From an optimization exercise on the open Yosys and OpenROAD flow, aimed at small area; shortcuts taken in it are not production practice.
The RTL was checked by simulation tests, not by an equivalence proof against the original design.

==> design.v <==
module csc16 (
    input  wire        clk,
    input  wire        rst,
    input  wire        cmd_valid,
    output wire        cmd_ready,
    input  wire [39:0] cmd_word,
    output wire        rsp_valid,
    output reg  [2:0]  rsp_status,
    output reg  [31:0] rsp_res,
    output reg         str_valid,
    output reg  [7:0]  str_data,
    output wire        tx_valid,
    output wire [7:0]  tx_data,
    input  wire        tx_ok,
    input  wire        tx_fail,
    output wire        rx_req,
    input  wire        rx_valid,
    input  wire [7:0]  rx_data,
    input  wire        rx_timeout,
    input  wire        rx_err
);
    localparam [2:0] ST_OK       = 3'd0;
    localparam [2:0] ST_SHORT    = 3'd1;
    localparam [2:0] ST_MISMATCH = 3'd2;
    localparam [2:0] ST_TRANSP   = 3'd3;
    localparam [2:0] ST_ILLEGAL  = 3'd4;
    localparam [7:0] OP_CLR    = 8'h00;
    localparam [7:0] OP_UPD    = 8'h01;
    localparam [7:0] OP_VAL    = 8'h02;
    localparam [7:0] OP_ENCU8  = 8'h10;
    localparam [7:0] OP_ENCU16 = 8'h11;
    localparam [7:0] OP_ENCU32 = 8'h12;
    localparam [7:0] OP_ENCS8  = 8'h14;
    localparam [7:0] OP_ENCS16 = 8'h15;
    localparam [7:0] OP_ENCS32 = 8'h16;
    localparam [7:0] OP_DECU8  = 8'h20;
    localparam [7:0] OP_DECU16 = 8'h21;
    localparam [7:0] OP_DECU32 = 8'h22;
    localparam [7:0] OP_DECS8  = 8'h24;
    localparam [7:0] OP_DECS16 = 8'h25;
    localparam [7:0] OP_DECS32 = 8'h26;
    localparam [7:0] OP_DECSTR = 8'h28;
    localparam [7:0] OP_TXCK   = 8'h30;
    localparam [7:0] OP_RXCK   = 8'h31;
    localparam [5:0] MAXSTR = 6'd48;
    localparam [2:0] S_IDLE   = 3'd0;
    localparam [2:0] S_DECODE = 3'd1;
    localparam [2:0] S_TX     = 3'd2;
    localparam [2:0] S_RX     = 3'd3;
    localparam [2:0] S_FIN    = 3'd4;
    localparam [2:0] S_RESP   = 3'd5;
    function [15:0] crc_step;
        input [15:0] s;
        input [7:0]  b;
        integer i;
        reg [15:0] t;
        begin
            t = s ^ {b, 8'h00};
            for (i = 0; i < 8; i = i + 1)
                if (t[15]) t = (t << 1) ^ 16'h1021;
                else       t = t << 1;
            crc_step = t;
        end
    endfunction
    reg [2:0]  state;
    reg [15:0] crc;
    reg [7:0]  op;
    reg [31:0] imm;
    reg [31:0] shreg;      
    reg [5:0]  count;      
    reg [5:0]  nbytes;     
    reg        feed;       
    wire [1:0] w      = op[1:0];
    wire       signd  = op[2];
    wire [5:0] width_bytes = (w == 2'd0) ? 6'd1 : (w == 2'd1) ? 6'd2 : 6'd4;
    assign cmd_ready = (state == S_IDLE);
    assign rsp_valid = (state == S_RESP);
    assign tx_valid  = (state == S_TX);
    assign tx_data   = shreg[31:24];
    assign rx_req    = (state == S_RX);
    reg [31:0] dec_value;
    always @(*) begin
        case (w)
            2'd0:    dec_value = signd ? {{24{shreg[7]}},  shreg[7:0]}  : {24'd0, shreg[7:0]};
            2'd1:    dec_value = signd ? {{16{shreg[15]}}, shreg[15:0]} : {16'd0, shreg[15:0]};
            default: dec_value = shreg;
        endcase
    end
    always @(posedge clk) begin
        if (rst) begin
            state     <= S_IDLE;
            crc       <= 16'h0000;
            str_valid <= 1'b0;
        end else begin
            str_valid <= 1'b0;
            case (state)
                S_IDLE: begin
                    if (cmd_valid) begin
                        op    <= cmd_word[39:32];
                        imm   <= cmd_word[31:0];
                        state <= S_DECODE;
                    end
                end
                S_DECODE: begin
                    rsp_status <= ST_OK;
                    rsp_res    <= 32'd0;
                    count      <= 6'd0;
                    case (op)
                        OP_CLR: begin
                            crc   <= 16'h0000;
                            state <= S_RESP;
                        end
                        OP_UPD: begin
                            crc   <= crc_step(crc, imm[7:0]);
                            state <= S_RESP;
                        end
                        OP_VAL: begin
                            rsp_res <= {16'd0, crc};
                            state   <= S_RESP;
                        end
                        OP_ENCU8, OP_ENCU16, OP_ENCU32,
                        OP_ENCS8, OP_ENCS16, OP_ENCS32: begin
                            case (w)
                                2'd0:    shreg <= {imm[7:0], 24'd0};
                                2'd1:    shreg <= {imm[15:0], 16'd0};
                                default: shreg <= imm;
                            endcase
                            count <= width_bytes;
                            feed  <= 1'b1;
                            state <= S_TX;
                        end
                        OP_TXCK: begin
                            shreg <= {crc, 16'd0};
                            count <= 6'd2;
                            feed  <= 1'b0;
                            state <= S_TX;
                        end
                        OP_DECU8, OP_DECU16, OP_DECU32,
                        OP_DECS8, OP_DECS16, OP_DECS32: begin
                            shreg  <= 32'd0;
                            nbytes <= width_bytes;
                            feed   <= 1'b1;
                            state  <= S_RX;
                        end
                        OP_DECSTR: begin
                            shreg  <= 32'd0;
                            nbytes <= MAXSTR;
                            feed   <= 1'b1;
                            state  <= S_RX;
                        end
                        OP_RXCK: begin
                            shreg  <= 32'd0;
                            nbytes <= 6'd2;
                            feed   <= 1'b0;
                            state  <= S_RX;
                        end
                        default: begin
                            rsp_status <= ST_ILLEGAL;
                            state      <= S_RESP;
                        end
                    endcase
                end
                S_TX: begin
                    if (tx_fail) begin
                        rsp_status <= ST_TRANSP;
                        state      <= S_RESP;
                    end else if (tx_ok) begin
                        if (feed)
                            crc <= crc_step(crc, shreg[31:24]);
                        shreg <= {shreg[23:0], 8'd0};
                        count <= count - 6'd1;
                        if (count == 6'd1)
                            state <= S_RESP;
                    end
                end
                S_RX: begin
                    if (rx_timeout) begin
                        rsp_status <= ST_SHORT;
                        state      <= S_RESP;
                    end else if (rx_err) begin
                        rsp_status <= ST_TRANSP;
                        state      <= S_RESP;
                    end else if (rx_valid) begin
                        if (feed)
                            crc <= crc_step(crc, rx_data);
                        shreg <= {shreg[23:0], rx_data};
                        count <= count + 6'd1;
                        if (op == OP_DECSTR) begin
                            if (rx_data == 8'h00) begin
                                rsp_res <= {26'd0, count};
                                state   <= S_RESP;
                            end else begin
                                str_valid <= 1'b1;
                                str_data  <= rx_data;
                                if (count + 6'd1 == nbytes) begin
                                    rsp_res <= {26'd0, count + 6'd1};
                                    state   <= S_RESP;
                                end
                            end
                        end else if (count + 6'd1 == nbytes) begin
                            state <= S_FIN;
                        end
                    end
                end
                S_FIN: begin
                    if (op == OP_RXCK) begin
                        if (shreg[15:0] == crc) begin
                            rsp_res <= {16'd0, shreg[15:0]};
                        end else begin
                            rsp_status <= ST_MISMATCH;
                        end
                    end else begin
                        rsp_res <= dec_value;
                    end
                    state <= S_RESP;
                end
                S_RESP: begin
                    state <= S_IDLE;
                end
                default: state <= S_IDLE;
            endcase
        end
    end
endmodule
==> run.sh <==
#!/bin/bash
# synth_recipe.tcl (not shown) runs the flow's synth.tcl, then flattens the netlist and writes it again
# the make line also repeats each setting of config.mk as NAME=value (left out here)
make -C /OpenROAD-flow-scripts/flow DESIGN_CONFIG=/design/flow/config.mk WORK_HOME=/design/flow/orfs CLKGATE_MAP_FILE= SYNTH_SCRIPT=/design/flow/synth_recipe.tcl finish
==> config.mk <==
export PLATFORM = sky130hd
export DESIGN_NAME = csc16
export DESIGN_NICKNAME = csc16
export VERILOG_FILES = /design/flow/design.v
export SDC_FILE = /design/flow/constraint.sdc
export NUM_CORES = 4
export LEC_CHECK = 0
export CAP_MARGIN = 20
export CORE_MARGIN = 2
export CORE_UTILIZATION = 40
export SLEW_MARGIN = 20
==> constraint.sdc <==
create_clock -name core_clock -period 5.0 [get_ports {clk}]
set_input_delay 1.0000 -clock core_clock [delete_from_list [all_inputs] [get_ports {clk}]]
set_output_delay 1.0000 -clock core_clock [all_outputs]
set_load 0.01 [all_outputs]
==> flow_summary.json <==
{
  "syn_inst": 688,
  "clk_latency_ns": 0.43,
  "num-fill-cells": 1664,
  "r2r-end": "rsp_res[21]$_DFFE_PP_",
  "routedWlPerCell_um": 21.9,
  "worst-path-max-fanout": 16,
  "ant_nets": 0,
  "die_y_um": 143,
  "synthTopCellsByArea": "edfxtp_1 (49%), dfxtp_1 (5.2%), xor2_1 (4.4%)",
  "highest_layer": "met4",
  "antenna_cells": 0,
  "cts_tree": "built",
  "cp.required_ns": 4.00,
  "clockBufferDepth": 2,
  "slew_headroom_pct": 28.5,
  "dpl_worst_slack_ns": 1.17,
  "synth_seq_cells": 146,
  "cp-end-kind": "output pin",
  "postCtsHoldBufs": 0,
  "holdCritPathClass": "flop to flop",
  "path_class": "flop to output pin",
  "fp.dieW_um": 143,
  "peakVddDrop_uv": 302,
  "syn2layout_area_growth_pct": 23.7,
  "fin_skew_ns": 0.00942,
  "synth_top_area_share_pct": 49.0,
  "htree_levels": 4,
  "worstMarginPinSlew_ns": 1.07,
  "initial_utilization_pct": 41.0,
  "cts_setup_buffers": 0,
  "rows": 50,
  "r2r_cells": 8,
  "synth_top_area_cell": "edfxtp_1",
  "start_kind": "flop",
  "cts_resized": 0,
  "synthMuxAreaShare_pct": 3.00,
  "vias": 5937,
  "hold_violations": 0,
  "min_period_ns": 3.76,
  "antenna_found_initial": 0,
  "numCtsBuffers": 17,
  "drive_above_1_share_pct": 7.70,
  "synth_edf_count": 126,
  "crit_arrival_ns": 2.76,
  "nets": 826,
  "synthSimpleGateAreaFrac_pct": 10.8,
  "avgSynthCellArea_um2": 11.2,
  "wl_met1_um": 9990,
  "post_dp_cell_area_um2": 8950,
  "whs_path_depth": 2,
  "wl_met2_um": 10100,
  "max_freq_mhz": 266,
  "reg2reg_slack_ns": 1.42,
  "syn_area_um2": 7720,
  "track_usage_pct": 22.8,
  "yosysSeqAreaShare_pct": 54.2,
  "hold_start": "crc[6]$_SDFFE_PP0P_",
  "grt_pass1_vias": 5733,
  "drt-total-wl_um": 22800,
  "synth_top_family_by_area": "compound AO/OA/AOI/OAI gates",
  "wl_met3_um": 1820,
  "drt-initial-drc-count": 608,
  "grt_max_degree": 46,
  "synth-xor-area-share_pct": 9.84,
  "fin_total_pwr_mw": 4.82,
  "setup_tns_ns": 0,
  "reg2reg_from": "count[0]$_DFFE_PP_",
  "async_flop_share_pct": 0,
  "clk_pin_slew_worst_paths_ns": 0.06,
  "ys_types": 67,
  "syn_nets": 747,
  "cts_root_buf": "clkbuf_16",
  "synth_compound_area_share_pct": 16.4,
  "core_area_um2": 18800,
  "place_inst": 1008,
  "finalMaxSlewViolations": 0,
  "ys.flop_type": "edfxtp_1",
  "first_pass_iters": 5,
  "min_to": "crc[6]$_SDFFE_PP0P_",
  "dp_hpwl_um": 16400,
  "cap_violations": 0,
  "powerDensity_nw_per_um2": 506,
  "die_area_um2": 20400,
  "finalSetupViolCount": 0,
  "clock_sinks": 146,
  "grt_pass1_wl_um": 34300,
  "via_per_inst": 5.71,
  "power.leakage_nw": 3.44,
  "io_pins": 112,
  "finalWorstSetupSlack_ns": 1.24,
  "portBuffers": 111,
  "synthAdderAreaFrac_pct": 0.486,
  "yosysWarnings": 1,
  "rsz0062_at_grt": "false",
  "gp_congestion": 0.928,
  "drc": 0,
  "final_cell_count_no_fill": 1039,
  "period_share_pct": 75.3,
  "status": "no timing/DRC/antenna violations",
  "grt_overflow_total": 0,
  "stdcell_area_um2": 9540
}
-- cells in the mapped netlist (5+ instances only) --
library cell and count:
nor2_1 48, buf_4 9, buf_2 22, nand2_1 42, mux2i_1 22, clkbuf_1 22, o22ai_1 10, a22o_1 26
nor4_1 10, nand2b_1 6, buf_1 7, and3_1 5, a221oi_1 17, a22oi_1 11, dfxtp_1 20, a21o_1 10
nand3_1 10, xnor2_1 35, inv_1 25, a21oi_1 54, xor2_1 39, o21ai_1 7, nor3_1 11, o21ai_0 20
edfxtp_1 126
-- metal layers --
layer / track usage (%) / vias up
met5: 0 / -
met4: 11.6 / 0
met3: 5.67 / 56
met2: 33.5 / 280
met1: 31.4 / 2907
li1: - / 2694
-- area by class of cell --
| class | instances | area (um2) | share of cell area, % |
|---|---|---|---|
| clock inverters | 13 | 160 | 1.68 |
| clock buffers | 18 | 429 | 4.50 |
| well taps | 260 | 325 | 3.41 |
| multi-input cells | 454 | 3160 | 33.1 |
| flip-flops and latches | 146 | 4180 | 43.8 |
| inverters | 27 | 101 | 1.06 |
| repair buffers | 121 | 1190 | 12.4 |
-- how the worst max path moves through the flow --
| stage | to | from | slack [ns] | cells past startpoint |
|---|---|---|---|---|
| after global routing | rx_req | state[0]$_SDFFE_PP0P_ | 1.11 | 3 |
| final | rx_req | state[0]$_SDFFE_PP0P_ | 1.24 | 3 |
| after global placement | rsp_res[20]$_DFFE_PP_ | rx_data[6] | 1.20 | 6 |
| after detailed placement | rsp_res[20]$_DFFE_PP_ | rx_data[6] | 1.17 | 6 |
| after floorplan | shreg[0]$_DFFE_PP_ | rx_timeout | 0.53 | 5 |
| after CTS | rx_req | state[0]$_SDFFE_PP0P_ | 1.27 | 3 |
-- report_power, final --
part	internal, mW	switching [mW]	total [mW]
sequential	1.66	0.290	1.95
combinational	0.702	0.877	1.58
clock	0.781	0.516	1.30
total	3.14	1.68	4.82
-- cells by family after synthesis --
| logic type | after synthesis |
|---|---|
| buffers and inverters | 88 |
| xor gates and xnor gates | 79 |
| muxes | 23 |
| and+or+nand+nor | 163 |
| DFF | 146 |
| AOI/OAI and AO/OA | 186 |
| adders and majority gates | 3 |
-- sequential cells by signal, indices dropped and copies added, names as in the netlist --
register and count:
shreg 32, str_data 8, op 8, rsp_res 32, feed 1, rsp_status 3
str_valid 1, imm 32, state 3, count 6, nbytes 4, crc 16
-- through the flow --
stage | hold WS [ns] | util, %
after detailed placement | 0.545 | 47.5
after CTS | 0.560 | 50.6
after global routing | 0.592 | 50.7
final | 0.562 | 50.7
after global placement | 0.549 | 47.5
after floorplan | 0.488 | -
-- cells in the final DEF (no fill, tap or decap), drive strengths merged, types with 3 or more instances in the layout --
master,instances
edfxtp,126
clkdlybuf4s50,111
a21oi,54
nor2,49
nand2,43
xor2,39
xnor2,37
inv,29
o21ai,28
a22o,26
mux2i,22
dfxtp,20
clkbuf,18
a221oi,17
nor4,14
nor3,12
a22oi,11
o22ai,10
nand3,10
a21o,10
buf,10
clkinv,7
nand2b,6
and3,5
nor2b,4
and2,4
a211oi,4
nand4,4
o21a,3
o22a,3
a31oi,3
xnor3,3
ha,3
bufinv,3
or2,3
-- critical path: stages (launching register included) --
cell and delay (ns):
dfxtp_1 0.86, nand2_1 0.46, inv_2 0.39, clkdlybuf4s50_1 0.61

[what the ideal ports hide]
The flow's constraints put no driver on any port. The routed layout listed below was extracted and timed again, unchanged, in two steps.
Step 1 sets driving cells, clkbuf_16 on the clock port and buf_2 on the other inputs (assumed; they add their load-dependent delay and slew).
Step 2 times the ports against the registers' clock, not the clock port: input delays grow and output delays shrink by t, the midpoint of the rising clock arrivals with the driver on.
a / b / c = ideal ports / drivers / drivers and shift; a / b = the first two.
shift t [ns]: 0.474
setup slack, ns: 1.237 / 1.193 / 1.159
slew at the worst register clock pin (ns): 0.06 / 0.06
worst slew at a driven data input, ns: 0.05
pins driven straight from the clock port: 1
After both steps this run still meets setup and hold. For this run, drivers alone change the setup slack by -0.044 ns; drivers and shift together by -0.078 ns.
